This design comes from an exercise in tuning for small area, a short achievable clock period and few clock cycles per item on the open sky130 flow, not from production work. At most, simulation tests tie the RTL to the original design; equivalence was not proved.

==> inputs of run a <==
// led_sce_cell
module led_sce_cell (
    input  wire               clk,
    input  wire               rst,
    input  wire [15:0]        kp,
    input  wire [15:0]        smooth,
    input  wire [15:0]        noise,
    input  wire               delta,
    input  wire               in_valid,
    output wire               in_ready,
    input  wire signed [17:0] in_target,
    input  wire signed [17:0] in_cur,
    input  wire signed [17:0] in_sm,
    output reg                out_valid,
    input  wire               out_ready,
    output reg  signed [17:0] out_cur,
    output reg  signed [17:0] out_sm,
    output reg         [7:0]  out_value
);
Settings: LEC_CHECK=0, ABC_AREA=1, CAP_MARGIN=20, CORE_MARGIN=2, CORE_UTILIZATION=40, SLEW_MARGIN=20, SYNTH_MEMORY_MAX_BITS=65536; clock period 55.0 ns.
standard.sh (not shown) runs the stock make flow with config.mk's settings and CLKGATE_MAP_FILE= SYNTH_SCRIPT=/design/flow/synth_recipe.tcl, a recipe that flattens the netlist after the stock synthesis.
==> flow/flow/run.sh <==
#!/bin/bash
# Own layout flow: the standard layout (standard.sh, ORFS synth to finish)
# with two make variables changed:
#  * SYNTH_ARGS=-noabc: Yosys's synth skips its generic "abc -fast" pass, so
#    the full-adder trees written out in the RTL reach extract_fa as written
#    and map to sky130 fa/ha cells without extra inverters. The register
#    names and cell types are the same as in the standard synthesis.
#  * BUFFER_PORTS_ARGS: every input and output port still gets its buffer,
#    but a sky130_fd_sc_hd__buf_1 instead of the clkdlybuf4s50_1 delay cell.
# Each tool's full output is in the ORFS logs under orfs/logs/; make's own
# output goes to flow_make.log here.
set -euo pipefail
bash standard.sh SYNTH_ARGS=-noabc "BUFFER_PORTS_ARGS=-buffer_cell sky130_fd_sc_hd__buf_1" finish > flow_make.log 2>&1
==> run b (differences from run a) <==
--- a/flow/design.v
+++ b/flow/design.v
@@ -3185,16 +3185,16 @@
     assign uc_rc557 = (uc_f_a[15] & uc_f_b[15]) | (uc_f_a[15] & uc_rc556) | (uc_f_b[15] & uc_rc556);
     wire [17:0] uc_sum_hi = uc_f_a[33:16] + uc_f_b[33:16] + {17'd0, uc_rc557};
     wire [33:0] uc_sum = {uc_sum_hi, 1'b0, 1'b0, 1'b0, 1'b0, 1'b0, 1'b0, 1'b0, 1'b0, 1'b0, 1'b0, 1'b0, 1'b0, 1'b0, 1'b0, 1'b0, 1'b0};
     wire        [33:0] c_sum = uc_sum + 34'd0;
     wire signed [17:0] sm    = c_sum[33:16];
-    wire        [7:0]  val   = dl_r ? {~sm[16], sm[15:9]} : sm[15:8] + {7'd0, sm[7]};
     reg signed [17:0] k_cur, k_sm;
-    reg        [7:0]  k_val;
     wire arr  = en && v2;
     wire hold = !novi && !out_ready;   
     wire take = !hold;
+    wire signed [17:0] h_sm = sv ? k_sm : sm;
+    wire        [7:0]  val  = dl_r ? {~h_sm[16], h_sm[15:9]} : h_sm[15:8] + {7'd0, h_sm[7]};
     always @(posedge clk) begin
         if (rst) begin
             v0 <= 1'b0;
             v1 <= 1'b0;
             v2 <= 1'b0;
@@ -3217,15 +3217,14 @@
         end
     end
     always @(posedge clk) begin
         if (!hold) begin
             out_cur   <= sv ? k_cur : c2;
-            out_sm    <= sv ? k_sm  : sm;
-            out_value <= sv ? k_val : val;
+            out_sm    <= h_sm;
+            out_value <= val;
         end
         if (!sv) begin
             k_cur <= c2;
             k_sm  <= sm;
-            k_val <= val;
         end
     end
 endmodule
--- a/flow/flow/run.sh
+++ b/flow/flow/run.sh
@@ -5,9 +5,11 @@
 #    the full-adder trees written out in the RTL reach extract_fa as written
 #    and map to sky130 fa/ha cells without extra inverters. The register
 #    names and cell types are the same as in the standard synthesis.
 #  * BUFFER_PORTS_ARGS: every input and output port still gets its buffer,
 #    but a sky130_fd_sc_hd__buf_1 instead of the clkdlybuf4s50_1 delay cell.
+#  * CTS_ARGS: clock tree synthesis without dummy loads and with clkbuf_4/clkbuf_8 buffers.
 # Each tool's full output is in the ORFS logs under orfs/logs/; make's own
 # output goes to flow_make.log here.
 set -euo pipefail
-bash standard.sh SYNTH_ARGS=-noabc "BUFFER_PORTS_ARGS=-buffer_cell sky130_fd_sc_hd__buf_1" finish > flow_make.log 2>&1
+bash standard.sh SYNTH_ARGS=-noabc "BUFFER_PORTS_ARGS=-buffer_cell sky130_fd_sc_hd__buf_1" \
+  "CTS_ARGS=-sink_clustering_enable -repair_clock_nets -dont_use_dummy_load -buf_list {sky130_fd_sc_hd__clkbuf_4 sky130_fd_sc_hd__clkbuf_8}" finish > flow_make.log 2>&1
==> run c (differences from run a) <==
--- a/flow/design.v
+++ b/flow/design.v
@@ -283,11 +283,11 @@
     output reg  signed [17:0] out_sm,
     output reg         [7:0]  out_value
 );
     reg  sv;                           
     reg  rdy;                          
-    reg  novi;                         
+    reg  ovi;                          
     wire en = !sv;
     assign in_ready = rdy;
     reg  v0, v1, v2;                   
     reg [15:0] kp_r, sc_r, nz_r;
     reg        dl_r;
@@ -3189,37 +3189,36 @@
     wire signed [17:0] sm    = c_sum[33:16];
     wire        [7:0]  val   = dl_r ? {~sm[16], sm[15:9]} : sm[15:8] + {7'd0, sm[7]};
     reg signed [17:0] k_cur, k_sm;
     reg        [7:0]  k_val;
     wire arr  = en && v2;
-    wire hold = !novi && !out_ready;   
-    wire take = !hold;
+    wire take = !ovi || out_ready;
     always @(posedge clk) begin
         if (rst) begin
             v0 <= 1'b0;
             v1 <= 1'b0;
             v2 <= 1'b0;
             out_valid <= 1'b0;
-            novi <= 1'b1;
+            ovi <= 1'b0;
             sv <= 1'b0;
             rdy <= 1'b1;
         end else begin
             if (en) begin
                 v0 <= in_valid;
                 v1 <= v0;
                 v2 <= v1;
             end
             if (take) begin
                 out_valid <= sv || arr;
-                novi <= !(sv || arr);
+                ovi <= sv || arr;
             end
             sv <= sv ? !take : (arr && !take);
             rdy <= sv ? take : !(arr && !take);
         end
     end
     always @(posedge clk) begin
-        if (!hold) begin
+        if (take) begin
             out_cur   <= sv ? k_cur : c2;
             out_sm    <= sv ? k_sm  : sm;
             out_value <= sv ? k_val : val;
         end
         if (!sv) begin
==> flow/run.sh (new file) <==
#!/bin/bash
# synth_recipe.tcl (not shown) runs the flow's synth.tcl, then flattens the netlist and writes it again
# the make line also repeats each setting of config.mk as NAME=value (left out here)
make -C /OpenROAD-flow-scripts/flow DESIGN_CONFIG=/design/flow/config.mk WORK_HOME=/design/flow/orfs CLKGATE_MAP_FILE= SYNTH_SCRIPT=/design/flow/synth_recipe.tcl finish
removed: flow/flow/run.sh
removed: flow/standard.sh
==> run d (differences from run a) <==
--- a/flow/design.v
+++ b/flow/design.v
@@ -3185,16 +3185,16 @@
     assign uc_rc557 = (uc_f_a[15] & uc_f_b[15]) | (uc_f_a[15] & uc_rc556) | (uc_f_b[15] & uc_rc556);
     wire [17:0] uc_sum_hi = uc_f_a[33:16] + uc_f_b[33:16] + {17'd0, uc_rc557};
     wire [33:0] uc_sum = {uc_sum_hi, 1'b0, 1'b0, 1'b0, 1'b0, 1'b0, 1'b0, 1'b0, 1'b0, 1'b0, 1'b0, 1'b0, 1'b0, 1'b0, 1'b0, 1'b0, 1'b0};
     wire        [33:0] c_sum = uc_sum + 34'd0;
     wire signed [17:0] sm    = c_sum[33:16];
-    wire        [7:0]  val   = dl_r ? {~sm[16], sm[15:9]} : sm[15:8] + {7'd0, sm[7]};
     reg signed [17:0] k_cur, k_sm;
-    reg        [7:0]  k_val;
     wire arr  = en && v2;
     wire hold = !novi && !out_ready;   
     wire take = !hold;
+    wire signed [17:0] h_sm = sv ? k_sm : sm;
+    wire        [7:0]  val  = dl_r ? {~h_sm[16], h_sm[15:9]} : h_sm[15:8] + {7'd0, h_sm[7]};
     always @(posedge clk) begin
         if (rst) begin
             v0 <= 1'b0;
             v1 <= 1'b0;
             v2 <= 1'b0;
@@ -3217,15 +3217,14 @@
         end
     end
     always @(posedge clk) begin
         if (!hold) begin
             out_cur   <= sv ? k_cur : c2;
-            out_sm    <= sv ? k_sm  : sm;
-            out_value <= sv ? k_val : val;
+            out_sm    <= h_sm;
+            out_value <= val;
         end
         if (!sv) begin
             k_cur <= c2;
             k_sm  <= sm;
-            k_val <= val;
         end
     end
 endmodule
--- a/flow/flow/run.sh
+++ b/flow/flow/run.sh
@@ -5,9 +5,11 @@
 #    the full-adder trees written out in the RTL reach extract_fa as written
 #    and map to sky130 fa/ha cells without extra inverters. The register
 #    names and cell types are the same as in the standard synthesis.
 #  * BUFFER_PORTS_ARGS: every input and output port still gets its buffer,
 #    but a sky130_fd_sc_hd__buf_1 instead of the clkdlybuf4s50_1 delay cell.
+#  * CTS_ARGS: clock tree synthesis without dummy loads.
 # Each tool's full output is in the ORFS logs under orfs/logs/; make's own
 # output goes to flow_make.log here.
 set -euo pipefail
-bash standard.sh SYNTH_ARGS=-noabc "BUFFER_PORTS_ARGS=-buffer_cell sky130_fd_sc_hd__buf_1" finish > flow_make.log 2>&1
+bash standard.sh SYNTH_ARGS=-noabc "BUFFER_PORTS_ARGS=-buffer_cell sky130_fd_sc_hd__buf_1" \
+  "CTS_ARGS=-sink_clustering_enable -repair_clock_nets -dont_use_dummy_load" finish > flow_make.log 2>&1
==> notes.md <==
Run a passed the timing, DRC and antenna checks. Run b went through all stages and came out clean. Run c completed without violations. Run d finished clean. Between run b and run c, the lower sequential cell count is in run b (gap 7). Count of clock-buffer cells in the layout, lowest first: run d, run a, run c, run b. The lowest global-route usage belongs to run c, the highest to run a. The lowest register-to-register slack belongs to run a, the highest to run c. In run a the non-clock buffer count is higher than in run c, by 2. Sequential share of layout area: run c is lower than run a (1.6 points).
Testbench counts of run a, summed over its fixed seeds: cycles 16,032, items 16,000.
Testbench counts of run c, summed over its fixed seeds: cycles 16,032, items 16,000.
The RTL of run b and run d was laid out without a check of its function.

==> inputs of wip/sierra <==
led_sce_cell, a different RTL version from the one above (not shown whole).
export LEC_CHECK = 0
export ABC_AREA = 1
export CAP_MARGIN = 20
export CORE_MARGIN = 2
export CORE_UTILIZATION = 60
export SLEW_MARGIN = 20
export SYNTH_MEMORY_MAX_BITS = 65536
create_clock -name core_clock -period 55.0 [get_ports {clk}]
==> flow/flow/run.sh <==
#!/bin/bash
# Own layout flow: the standard layout (standard.sh, ORFS synth to finish)
# with two make variables changed:
#  * SYNTH_ARGS=-noabc: Yosys's synth skips its generic "abc -fast" pass, so
#    the full-adder trees written out in the RTL reach extract_fa as written
#    and map to sky130 fa/ha cells without extra inverters. The register
#    names and cell types are the same as in the standard synthesis.
#  * BUFFER_PORTS_ARGS: every input and output port still gets its buffer,
#    but a sky130_fd_sc_hd__buf_1 instead of the clkdlybuf4s50_1 delay cell.
#  * SETUP_SLACK_MARGIN=43.3: the timing repair aims at paths of at most 11.7 ns (the
#    constraints and clock period are unchanged).
#  * CTS_ARGS: clock tree synthesis without dummy loads, clusters of up to 20 sinks.
# Each tool's full output is in the ORFS logs under orfs/logs/; make's own
# output goes to flow_make.log here.
set -euo pipefail
bash standard.sh SYNTH_ARGS=-noabc "BUFFER_PORTS_ARGS=-buffer_cell sky130_fd_sc_hd__buf_1" SETUP_SLACK_MARGIN=43.3 \
  "CTS_ARGS=-sink_clustering_enable -repair_clock_nets -dont_use_dummy_load -sink_clustering_size 20 -sink_clustering_max_diameter 120" finish > flow_make.log 2>&1
==> wip/harbor (differences from wip/sierra) <==
--- a/flow/design.v
+++ b/flow/design.v
@@ -1656,12 +1656,20 @@
     wire ub_rc315;
     wire ub_rc316;
     wire ub_rc317;
     wire ub_rc318;
     wire ub_rc319;
     wire ub_rc320;
+    wire ub_rs321;
+    wire ub_rc322;
+    wire ub_rs323;
+    wire ub_rc324;
+    wire ub_rs325;
+    wire ub_rc326;
+    wire ub_rs327;
+    wire ub_rc328;
     assign ub_s1 = (gd[7] & u[0]) ^ (gd[6] & u[1]);
     assign ub_c2 = (gd[7] & u[0]) & (gd[6] & u[1]);
     assign ub_s3 = (gd[8] & u[0]) ^ (gd[7] & u[1]) ^ (gd[6] & u[2]);
     assign ub_c4 = ((gd[8] & u[0]) & (gd[7] & u[1])) | ((gd[8] & u[0]) & (gd[6] & u[2])) | ((gd[7] & u[1]) & (gd[6] & u[2]));
     assign ub_s5 = (gd[5] & u[3]) ^ (gd[4] & u[4]);
     assign ub_c6 = (gd[5] & u[3]) & (gd[4] & u[4]);
@@ -1980,14 +1988,22 @@
     assign ub_rc315 = (ub_g_a[2] & ub_g_b[2]) | (ub_g_a[2] & ub_rc314) | (ub_g_b[2] & ub_rc314);
     assign ub_rc316 = (ub_g_a[3] & ub_g_b[3]) | (ub_g_a[3] & ub_rc315) | (ub_g_b[3] & ub_rc315);
     assign ub_rc317 = (ub_g_a[4] & ub_g_b[4]) | (ub_g_a[4] & ub_rc316) | (ub_g_b[4] & ub_rc316);
     assign ub_rc318 = (ub_g_a[5] & ub_g_b[5]) | (ub_g_a[5] & ub_rc317) | (ub_g_b[5] & ub_rc317);
     assign ub_rc319 = (ub_g_a[6] & ub_g_b[6]) | (ub_g_a[6] & ub_rc318) | (ub_g_b[6] & ub_rc318);
     assign ub_rc320 = (ub_g_a[7] & ub_g_b[7]) | (ub_g_a[7] & ub_rc319) | (ub_g_b[7] & ub_rc319);
-    wire [18:0] ub_sum_hi = ub_g_a[26:8] + ub_g_b[26:8] + {18'd0, ub_rc320};
-    wire [26:0] ub_sum = {ub_sum_hi, 1'b0, 1'b0, 1'b0, 1'b0, 1'b0, 1'b0, 1'b0, 1'b0};
+    assign ub_rs321 = ub_g_a[8] ^ ub_g_b[8] ^ ub_rc320;
+    assign ub_rc322 = (ub_g_a[8] & ub_g_b[8]) | (ub_g_a[8] & ub_rc320) | (ub_g_b[8] & ub_rc320);
+    assign ub_rs323 = ub_g_a[9] ^ ub_g_b[9] ^ ub_rc322;
+    assign ub_rc324 = (ub_g_a[9] & ub_g_b[9]) | (ub_g_a[9] & ub_rc322) | (ub_g_b[9] & ub_rc322);
+    assign ub_rs325 = ub_g_a[10] ^ ub_g_b[10] ^ ub_rc324;
+    assign ub_rc326 = (ub_g_a[10] & ub_g_b[10]) | (ub_g_a[10] & ub_rc324) | (ub_g_b[10] & ub_rc324);
+    assign ub_rs327 = ub_g_a[11] ^ ub_g_b[11] ^ ub_rc326;
+    assign ub_rc328 = (ub_g_a[11] & ub_g_b[11]) | (ub_g_a[11] & ub_rc326) | (ub_g_b[11] & ub_rc326);
+    wire [14:0] ub_sum_hi = ub_g_a[26:12] + ub_g_b[26:12] + {14'd0, ub_rc328};
+    wire [26:0] ub_sum = {ub_sum_hi, ub_rs327, ub_rs325, ub_rs323, ub_rs321, 1'b0, 1'b0, 1'b0, 1'b0, 1'b0, 1'b0, 1'b0, 1'b0};
     wire        [26:0] b_sum = ub_sum;
     wire signed [18:0] dsm   = b_sum[26:8];
     reg signed [17:0] c2, s2;
     reg signed [18:0] d2;
     always @(posedge clk) if (en) begin
         c2 <= c1;
==> flow/flow/run.sh (replaced) <==
#!/bin/bash
# Own layout flow: the standard layout (standard.sh, ORFS synth to finish)
# with two make variables changed:
#  * SYNTH_ARGS=-noabc: Yosys's synth skips its generic "abc -fast" pass, so
#    the full-adder trees written out in the RTL reach extract_fa as written
#    and map to sky130 fa/ha cells without extra inverters. The register
#    names and cell types are the same as in the standard synthesis.
#  * BUFFER_PORTS_ARGS: every input and output port still gets its buffer,
#    but a sky130_fd_sc_hd__buf_1 instead of the clkdlybuf4s50_1 delay cell.
#  * CTS_ARGS: clock tree synthesis without dummy loads, clusters of up to 20 sinks.
# Each tool's full output is in the ORFS logs under orfs/logs/; make's own
# output goes to flow_make.log here.
set -euo pipefail
bash standard.sh SYNTH_ARGS=-noabc "BUFFER_PORTS_ARGS=-buffer_cell sky130_fd_sc_hd__buf_1" \
  "CTS_ARGS=-sink_clustering_enable -repair_clock_nets -dont_use_dummy_load -sink_clustering_size 20 -sink_clustering_max_diameter 120" finish > flow_make.log 2>&1
- CORE_UTILIZATION: 60 -> 40
==> wip/garnet (differences from wip/sierra) <==
--- a/flow/design.v
+++ b/flow/design.v
@@ -1656,12 +1656,20 @@
     wire ub_rc315;
     wire ub_rc316;
     wire ub_rc317;
     wire ub_rc318;
     wire ub_rc319;
     wire ub_rc320;
+    wire ub_rs321;
+    wire ub_rc322;
+    wire ub_rs323;
+    wire ub_rc324;
+    wire ub_rs325;
+    wire ub_rc326;
+    wire ub_rs327;
+    wire ub_rc328;
     assign ub_s1 = (gd[7] & u[0]) ^ (gd[6] & u[1]);
     assign ub_c2 = (gd[7] & u[0]) & (gd[6] & u[1]);
     assign ub_s3 = (gd[8] & u[0]) ^ (gd[7] & u[1]) ^ (gd[6] & u[2]);
     assign ub_c4 = ((gd[8] & u[0]) & (gd[7] & u[1])) | ((gd[8] & u[0]) & (gd[6] & u[2])) | ((gd[7] & u[1]) & (gd[6] & u[2]));
     assign ub_s5 = (gd[5] & u[3]) ^ (gd[4] & u[4]);
     assign ub_c6 = (gd[5] & u[3]) & (gd[4] & u[4]);
@@ -1980,14 +1988,22 @@
     assign ub_rc315 = (ub_g_a[2] & ub_g_b[2]) | (ub_g_a[2] & ub_rc314) | (ub_g_b[2] & ub_rc314);
     assign ub_rc316 = (ub_g_a[3] & ub_g_b[3]) | (ub_g_a[3] & ub_rc315) | (ub_g_b[3] & ub_rc315);
     assign ub_rc317 = (ub_g_a[4] & ub_g_b[4]) | (ub_g_a[4] & ub_rc316) | (ub_g_b[4] & ub_rc316);
     assign ub_rc318 = (ub_g_a[5] & ub_g_b[5]) | (ub_g_a[5] & ub_rc317) | (ub_g_b[5] & ub_rc317);
     assign ub_rc319 = (ub_g_a[6] & ub_g_b[6]) | (ub_g_a[6] & ub_rc318) | (ub_g_b[6] & ub_rc318);
     assign ub_rc320 = (ub_g_a[7] & ub_g_b[7]) | (ub_g_a[7] & ub_rc319) | (ub_g_b[7] & ub_rc319);
-    wire [18:0] ub_sum_hi = ub_g_a[26:8] + ub_g_b[26:8] + {18'd0, ub_rc320};
-    wire [26:0] ub_sum = {ub_sum_hi, 1'b0, 1'b0, 1'b0, 1'b0, 1'b0, 1'b0, 1'b0, 1'b0};
+    assign ub_rs321 = ub_g_a[8] ^ ub_g_b[8] ^ ub_rc320;
+    assign ub_rc322 = (ub_g_a[8] & ub_g_b[8]) | (ub_g_a[8] & ub_rc320) | (ub_g_b[8] & ub_rc320);
+    assign ub_rs323 = ub_g_a[9] ^ ub_g_b[9] ^ ub_rc322;
+    assign ub_rc324 = (ub_g_a[9] & ub_g_b[9]) | (ub_g_a[9] & ub_rc322) | (ub_g_b[9] & ub_rc322);
+    assign ub_rs325 = ub_g_a[10] ^ ub_g_b[10] ^ ub_rc324;
+    assign ub_rc326 = (ub_g_a[10] & ub_g_b[10]) | (ub_g_a[10] & ub_rc324) | (ub_g_b[10] & ub_rc324);
+    assign ub_rs327 = ub_g_a[11] ^ ub_g_b[11] ^ ub_rc326;
+    assign ub_rc328 = (ub_g_a[11] & ub_g_b[11]) | (ub_g_a[11] & ub_rc326) | (ub_g_b[11] & ub_rc326);
+    wire [14:0] ub_sum_hi = ub_g_a[26:12] + ub_g_b[26:12] + {14'd0, ub_rc328};
+    wire [26:0] ub_sum = {ub_sum_hi, ub_rs327, ub_rs325, ub_rs323, ub_rs321, 1'b0, 1'b0, 1'b0, 1'b0, 1'b0, 1'b0, 1'b0, 1'b0};
     wire        [26:0] b_sum = ub_sum;
     wire signed [18:0] dsm   = b_sum[26:8];
     reg signed [17:0] c2, s2;
     reg signed [18:0] d2;
     always @(posedge clk) if (en) begin
         c2 <= c1;
==> flow/flow/run.sh (replaced) <==
#!/bin/bash
# Own layout flow: the standard layout (standard.sh, ORFS synth to finish)
# with two make variables changed:
#  * SYNTH_ARGS=-noabc: Yosys's synth skips its generic "abc -fast" pass, so
#    the full-adder trees written out in the RTL reach extract_fa as written
#    and map to sky130 fa/ha cells without extra inverters. The register
#    names and cell types are the same as in the standard synthesis.
#  * BUFFER_PORTS_ARGS: every input and output port still gets its buffer,
#    but a sky130_fd_sc_hd__buf_1 instead of the clkdlybuf4s50_1 delay cell.
#  * CTS_ARGS: clock tree synthesis without dummy loads, clusters of up to 20 sinks.
# Each tool's full output is in the ORFS logs under orfs/logs/; make's own
# output goes to flow_make.log here.
set -euo pipefail
bash standard.sh SYNTH_ARGS=-noabc "BUFFER_PORTS_ARGS=-buffer_cell sky130_fd_sc_hd__buf_1" \
  "CTS_ARGS=-sink_clustering_enable -repair_clock_nets -dont_use_dummy_load -sink_clustering_size 20 -sink_clustering_max_diameter 120" finish > flow_make.log 2>&1
==> summary of the runs <==
- wip/harbor produced a clean layout. wip/garnet ran to the end with no violations. wip/sierra ran to the end with no violations.
- In wip/sierra the non-clock buffer count is higher than in wip/garnet, by 4.
- The highest design area belongs to wip/harbor, the lowest to wip/garnet.
- In wip/sierra the via count is higher than in wip/harbor, by 4.3%.
- Critical path depth, lowest first: wip/sierra, wip/garnet, wip/harbor.
- Synthesized cell count: wip/harbor is lower than wip/sierra (0.39%).
- Against wip/sierra, the fmax of wip/harbor is lower by 2.8%.
- Worst hold slack: wip/harbor > wip/sierra > wip/garnet.
Testbench counts of wip/sierra, summed over its fixed seeds: cycles 16,032, items 16,000.
Only the layout flow was run in wip/harbor and wip/garnet; the RTL was not checked for function there.

## separate check: timing with driven ports
No port has a modelled driver above. Below, the same layouts with a new extraction and two added sets of constraints.
Step 1 assumes that a clkbuf_16 drives the clock port and a buf_2 every other input.
Step 2 moves the port delays by t, midway between the first and last clock arrival at a register: inputs arrive t later, outputs are due t later. That takes back most of the time a late clock gives input paths.
Slacks: no drivers / after step 1 / after step 2; pairs: no drivers / after step 1.
| run | t, ns | setup WS [ns] | worst hold slack (ns) | slew at the worst register clock pin (ns) |
|---|---|---|---|---|
| run a | 0.618 | 42.922 / 42.863 / 42.757 | 0.454 / 0.454 / 0.454 | 0.07 / 0.07 |
| run b | 0.662 | 42.880 / 42.822 / 42.722 | 0.449 / 0.449 / 0.449 | 0.07 / 0.07 |
| run c | 0.635 | 42.560 / 42.493 / 42.400 | 0.443 / 0.443 / 0.443 | 0.08 / 0.08 |
| run d | 0.601 | 42.931 / 42.867 / 42.747 | 0.449 / 0.449 / 0.449 | 0.07 / 0.07 |
| wip/sierra | 0.600 | 42.893 / 42.830 / 42.819 | 0.447 / 0.447 / 0.447 | 0.09 / 0.09 |
| wip/harbor | 0.597 | 42.550 / 42.550 / 42.550 | 0.452 / 0.452 / 0.452 | 0.09 / 0.09 |
| wip/garnet | 0.576 | 42.743 / 42.743 / 42.743 | 0.415 / 0.415 / 0.415 | 0.09 / 0.09 |
After both steps setup and hold are still met in every run listed. The setup slack of run d, which loses most, moves by -0.064 ns with the drivers and by -0.184 ns with both steps.
